Background: an optimization exercise with open tools, aiming at small area and a short achievable clock period. Do not read the settings as production practice.
Function was checked by simulation only, so behaviour that the tests miss may differ from the original.
Power and IR drop assume default switching activity.

==> flow/design.v <==
module proto_rx (
    input  wire         clk,
    input  wire         rst,             
    input  wire         rx_valid,
    input  wire [7:0]   rx_byte,
    input  wire         sync_wait,       
    output reg          frame_valid,
    output reg  [1:0]   frame_status,    
    output wire [15:0]  frame_len,
    output wire [15:0]  frame_rid,
    output wire [15:0]  frame_sid,
    output wire [15:0]  frame_cmd,
    output wire [15:0]  frame_seq,
    output reg          ev_valid,
    output reg  [2:0]   ev_code,         
    output reg  [119:0] ev_data,
    output reg          diag_valid,
    output reg          diag_stale,
    output reg          diag_large,
    output wire [15:0]  diag_diff,
    output reg  [15:0]  expected_next,
    output reg  [31:0]  missing_count
);
    localparam [7:0]  START_BYTE = 8'hAA;
    localparam [7:0]  TOK_HI     = 8'hAB;
    localparam [7:0]  TOK_LO     = 8'hCD;
    localparam [2:0] S_LH = 3'd4,    
                     S_LL = 3'd5,    
                     S_BD = 3'd6;    
    reg  [2:0]   st;             
    reg  [15:0]  k;              
    reg          lst;            
    reg  [15:0]  len;
    reg  [15:0]  rid, sid, cmd, seq;
    reg  [15:0]  crc;            
    reg          t_ab, t_abcd, t_tail;   
    reg          tok45;          
    reg  [16:0]  dif;            
    integer i;
    wire        in_body   = (st == S_BD);
    wire        k_small   = (k[15:5] == 11'd0);
    wire [15:0] len_lo    = {len[15:8], rx_byte};
    wire        last_ll   = (st == S_LL) && (len_lo == 16'd0);
    wire        last_bd   = in_body && lst;
    wire        hdr       = rx_valid && in_body && k_small;
    wire        clr7      = (k[4:0] == 5'd8);
    wire [7:0]  wbus      = rx_byte & {8{~clr7}};    
    wire is_short   = (len < 16'd10);
    wire n_ge1      = (len >= 16'd11);
    wire n_ge6      = (len >= 16'd16);
    wire n_ge15     = (len >= 16'd25);
    wire c_ping     = (cmd == 16'h0001);
    wire c_snap     = (cmd == 16'h8002);
    wire c_ss       = (cmd == 16'h0003);
    wire c_ssack    = (cmd == 16'h8003);
    wire c_power    = (cmd == 16'h8100);
    wire c_play     = (cmd == 16'h8101);
    wire c_file     = (cmd == 16'h0200);
    wire c_config   = (cmd == 16'h0300);
    wire c_unknown  = !(c_ping | c_snap | c_ss | c_ssack | c_power | c_play | c_file | c_config);
    reg f_ss, f_unk;
    wire e_snap     = (ev_code == 3'd4);
    wire e_power    = (ev_code == 3'd1);
    wire e_play     = (ev_code == 3'd2);
    wire e_ssack    = (ev_code == 3'd5);
    wire shortcut   = f_ss && n_ge6 && t_tail;
    wire stale      = dif[16] && dif[15] && !shortcut;
    wire [7:0]  crc_x    = crc[15:8] ^ rx_byte;
    wire [7:0]  crc_y    = crc_x ^ {4'd0, crc_x[7:4]};
    wire [15:0] crc_next = {crc[7:0], 8'd0} ^ {crc_y[3:0], 12'd0} ^ {3'd0, crc_y, 5'd0} ^ {8'd0, crc_y};
    wire crc_ok     = (crc[7:0] == 8'h00) && (crc_x == 8'h00);
    wire dispatch   = !stale && crc_ok;
    wire ev_any     = (e_snap && n_ge15) || ((e_power || e_play) && n_ge1) ||
                      (e_ssack && sync_wait) || f_unk;
    wire dif_nz     = (dif[15:0] != 16'd0);
    wire fin        = last_bd && !is_short;
    wire clr_pre    = fin && !stale && ((f_ss && n_ge6 && tok45) || (e_ssack && sync_wait));
    wire kill       = rst || (rx_valid && crc_ok && clr_pre);
    wire upd_e      = rx_valid && fin && !stale;
    wire upd_mc     = upd_e && !shortcut;
    wire [15:0] e_new = shortcut ? 16'd0 : seq + 16'd1;
    assign frame_len  = len;
    assign frame_rid  = rid;
    assign frame_sid  = sid;
    assign frame_cmd  = cmd;
    assign frame_seq  = seq;
    assign diag_diff  = dif[15:0];
    always @(posedge clk) begin
        dif        <= {1'b0, seq} - {1'b0, expected_next};
        diag_stale <= dif[16] & dif[15];
        diag_large <= !(dif[16] & dif[15]) && (dif[15:2] != 14'd0);
        if (kill)
            expected_next <= 16'd0;
        else if (upd_e)
            expected_next <= e_new;
        if (kill)
            missing_count <= 32'd0;
        else if (upd_mc)
            missing_count <= missing_count + {16'd0, dif[15:0]};
        frame_status <= (st == S_LL || is_short) ? 2'd1 :
                        stale ? 2'd2 : crc_ok ? 2'd0 : 2'd3;
        f_ss       <= c_ss;
        f_unk      <= c_unknown;
        ev_code    <= c_snap  ? 3'd4 :
                      c_power ? 3'd1 :
                      c_play  ? 3'd2 :
                      c_ssack ? 3'd5 : 3'd3;
        if (rx_valid) begin
            t_ab   <= (rx_byte == TOK_HI);
            t_abcd <= t_ab && (rx_byte == TOK_LO);
            t_tail <= t_abcd;
            case (st)
                S_LH: len[15:8] <= rx_byte;
                S_LL: len[7:0]  <= rx_byte;
                default: ;
            endcase
            if (st == S_LL) begin
                k   <= 16'd1;
                lst <= (len_lo == 16'd1);
                crc <= 16'd0;
            end else if (in_body) begin
                k   <= k + 16'd1;
                lst <= (k + 16'd1 == len);
                crc <= crc_next;
            end
        end
        if (hdr) begin
            case (k[4:0])
                5'd1: rid[15:8] <= rx_byte;
                5'd2: rid[7:0]  <= rx_byte;
                5'd3: sid[15:8] <= rx_byte;
                5'd4: sid[7:0]  <= rx_byte;
                5'd5: cmd[15:8] <= rx_byte;
                5'd6: cmd[7:0]  <= rx_byte;
                5'd7: seq[15:8] <= rx_byte;
                5'd8: seq[7:0]  <= rx_byte;
                5'd14: tok45    <= t_ab && (rx_byte == TOK_LO);
                default: ;
            endcase
            for (i = 0; i < 13; i = i + 1)
                if (clr7 || (e_snap && k[4:0] == i + 9))
                    ev_data[119 - 8*i -: 8] <= wbus;
            if (clr7 || (e_snap && k[4:0] == 5'd22))
                ev_data[15:8] <= clr7 ? (f_unk ? cmd[15:8] : 8'd0) : rx_byte;
            if (clr7 || (e_snap && k[4:0] == 5'd23) || (e_play && k[4:0] == 5'd9))
                ev_data[7:1] <= clr7 ? (f_unk ? cmd[7:1] : 7'd0) : rx_byte[7:1];
            if (clr7 || (e_snap && k[4:0] == 5'd23) || ((e_play || e_power) && k[4:0] == 5'd9))
                ev_data[0] <= clr7 ? (f_unk & cmd[0]) :
                              e_power ? (rx_byte != 8'd0) : rx_byte[0];
        end
        if (rst) begin
            st            <= 3'd0;
            frame_valid   <= 1'b0;
            ev_valid      <= 1'b0;
            diag_valid    <= 1'b0;
        end else begin
            frame_valid <= 1'b0;
            ev_valid    <= 1'b0;
            diag_valid  <= 1'b0;
            if (rx_valid) begin
                if (!st[2]) begin
                    if (rx_byte == START_BYTE)
                        st <= st + 3'd1;         
                    else
                        st <= 3'd0;
                end else if (st == S_LH) begin
                    st <= S_LL;
                end else if (last_ll || last_bd) begin
                    st <= 3'd0;
                end else begin
                    st <= S_BD;
                end
                if (last_ll) begin
                    frame_valid  <= 1'b1;
                end else if (last_bd) begin
                    frame_valid <= 1'b1;
                    if (!is_short) begin
                        diag_valid   <= !shortcut && dif_nz;
                        ev_valid     <= dispatch && ev_any;
                    end
                end
            end
        end
    end
endmodule
Settings: LEC_CHECK=0, CAP_MARGIN=0, CORE_MARGIN=2, CORE_UTILIZATION=70, SETUP_SLACK_MARGIN=5, SLEW_MARGIN=0, TNS_END_PERCENT=30; clock period 8.0 ns.
standard.sh (not shown) runs the stock make flow with config.mk's settings and CLKGATE_MAP_FILE= SYNTH_SCRIPT=/design/flow/synth_recipe.tcl, a recipe that flattens the netlist after the stock synthesis.
==> flow/flow/run.sh <==
#!/bin/bash
# The standard layout, with the port buffers made from the smallest plain buffer
# and a clock tree of larger sink clusters without dummy balancing loads.
set -euo pipefail
export BUFFER_PORTS_ARGS="-buffer_cell sky130_fd_sc_hd__buf_1"
export CTS_ARGS="-sink_clustering_enable -repair_clock_nets -dont_use_dummy_load -sink_clustering_size 16 -sink_clustering_max_diameter 60 -buf_list {sky130_fd_sc_hd__clkbuf_8}"
bash standard.sh > standard.log 2>&1
Then changed:
--- a/flow/config.mk
+++ b/flow/config.mk
@@ -12,2 +12,2 @@
 export SLEW_MARGIN = 0
-export TNS_END_PERCENT = 30
+export TNS_END_PERCENT = 70
Die area does not change.
Final area goes down by 0.40%.
Via count is lower by 0.77%.
Synthesized cell count is unchanged.
Flip-flop and latch count stays the same.
Setup slack gains 34 ps.
Hold slack gains 16 ps.
Sequential power barely changes.


RTL: the design.v shown in full above, as it stands there.
==> flow/config.mk <==
export PLATFORM = sky130hd
export DESIGN_NAME = proto_rx
export DESIGN_NICKNAME = proto_rx
export VERILOG_FILES = /design/flow/design.v
export SDC_FILE = /design/flow/constraint.sdc
export NUM_CORES = 4
export LEC_CHECK = 0
export CAP_MARGIN = 0
export CORE_MARGIN = 2
export CORE_UTILIZATION = 70
export SETUP_SLACK_MARGIN = 5
export SLEW_MARGIN = 0
export TNS_END_PERCENT = 50
==> flow/constraint.sdc <==
create_clock -name core_clock -period 8.0 [get_ports {clk}]
set_input_delay 1.6000 -clock core_clock [delete_from_list [all_inputs] [get_ports {clk}]]
set_output_delay 1.6000 -clock core_clock [all_outputs]
set_load 0.01 [all_outputs]
Scripts as last shown in full above: flow/flow/run.sh
Edit:
--- a/flow/config.mk
+++ b/flow/config.mk
@@ -9,3 +9,3 @@
 export CORE_MARGIN = 2
-export CORE_UTILIZATION = 70
+export CORE_UTILIZATION = 65
 export SETUP_SLACK_MARGIN = 5
The changed run ran to the end with no violations.
Cell area drops by 0.42%.
Wire length grows by 1.0%.
Worst setup slack gets worse by 0.076 ns.
Global-route usage shrinks by 2.4 points.
Edit:
--- a/flow/config.mk
+++ b/flow/config.mk
@@ -9,3 +9,3 @@
 export CORE_MARGIN = 2
-export CORE_UTILIZATION = 65
+export CORE_UTILIZATION = 75
 export SETUP_SLACK_MARGIN = 5
Effect: The new run completed without violations. Core utilization climbs by 10 points. Area after synthesis does not change. Setup slack degrades by 0.075 ns. Final cell count came out lower by 2.6%. Synthesized cell count is unchanged. Critical path depth is higher by 1. Fmax fell by 2.5%. Die area came out lower by 13%. Clock skew came out lower by 0.014 ns.
Edit:
--- a/flow/config.mk
+++ b/flow/config.mk
@@ -9,5 +9,4 @@
 export CORE_MARGIN = 2
-export CORE_UTILIZATION = 75
+export CORE_UTILIZATION = 70
 export SETUP_SLACK_MARGIN = 5
 export SLEW_MARGIN = 0
-export TNS_END_PERCENT = 50
The new run ran to the end with no violations.
Global-route usage falls by 5.1 points.
Non-clock buffer count falls by 1.
Design area rises by 0.38%.
Die area rises by 6.9%.
Clock skew falls by 0.017 ns.
Maximum frequency rises by 1.8%.
Power is about the same.
Worst setup slack gains 0.055 ns.
Sequential cell count does not change.

==> afterwards: timing with drivers on the ports <==
How much do the figures lean on ideal ports? The routed layouts below were timed once more, with nothing changed but the port constraints. Step 1: set_driving_cell puts a clkbuf_16 on clk and a buf_2 on each other input, an assumption about the parent block. Step 2 moves the port delays by t, midway between the first and last clock arrival at a register: inputs arrive t later, outputs are due t later. That takes back most of the time a late clock gives input paths. a / b / c = ideal / step 1 / step 2; a / b = the first two.
| run | shift t [ns] | setup slack, ns | worst setup path at the end | cell pins on the clock port's net |
|---|---|---|---|---|
| the first run of note 1 | 0.592 | 5.023 / 5.023 / 4.484 | input to register | 1 |
| the second run of note 1 | 0.587 | 5.057 / 5.060 / 4.495 | input to register | 1 |
| the first run of note 2 | 0.591 | 5.107 / 5.077 / 4.530 | input to register | 1 |
| the second run of note 2 | 0.589 | 5.031 / 5.039 / 4.467 | input to register | 1 |
| the third run of note 2 | 0.602 | 4.956 / 4.962 / 4.360 | input to register | 1 |
| the fourth run of note 2 | 0.579 | 5.011 / 5.036 / 4.458 | input to register | 1 |
After both steps every run listed still meets setup and hold. The setup slack of the third run of note 2, which loses most, moves by +0.006 ns with the drivers and by -0.596 ns with both steps.
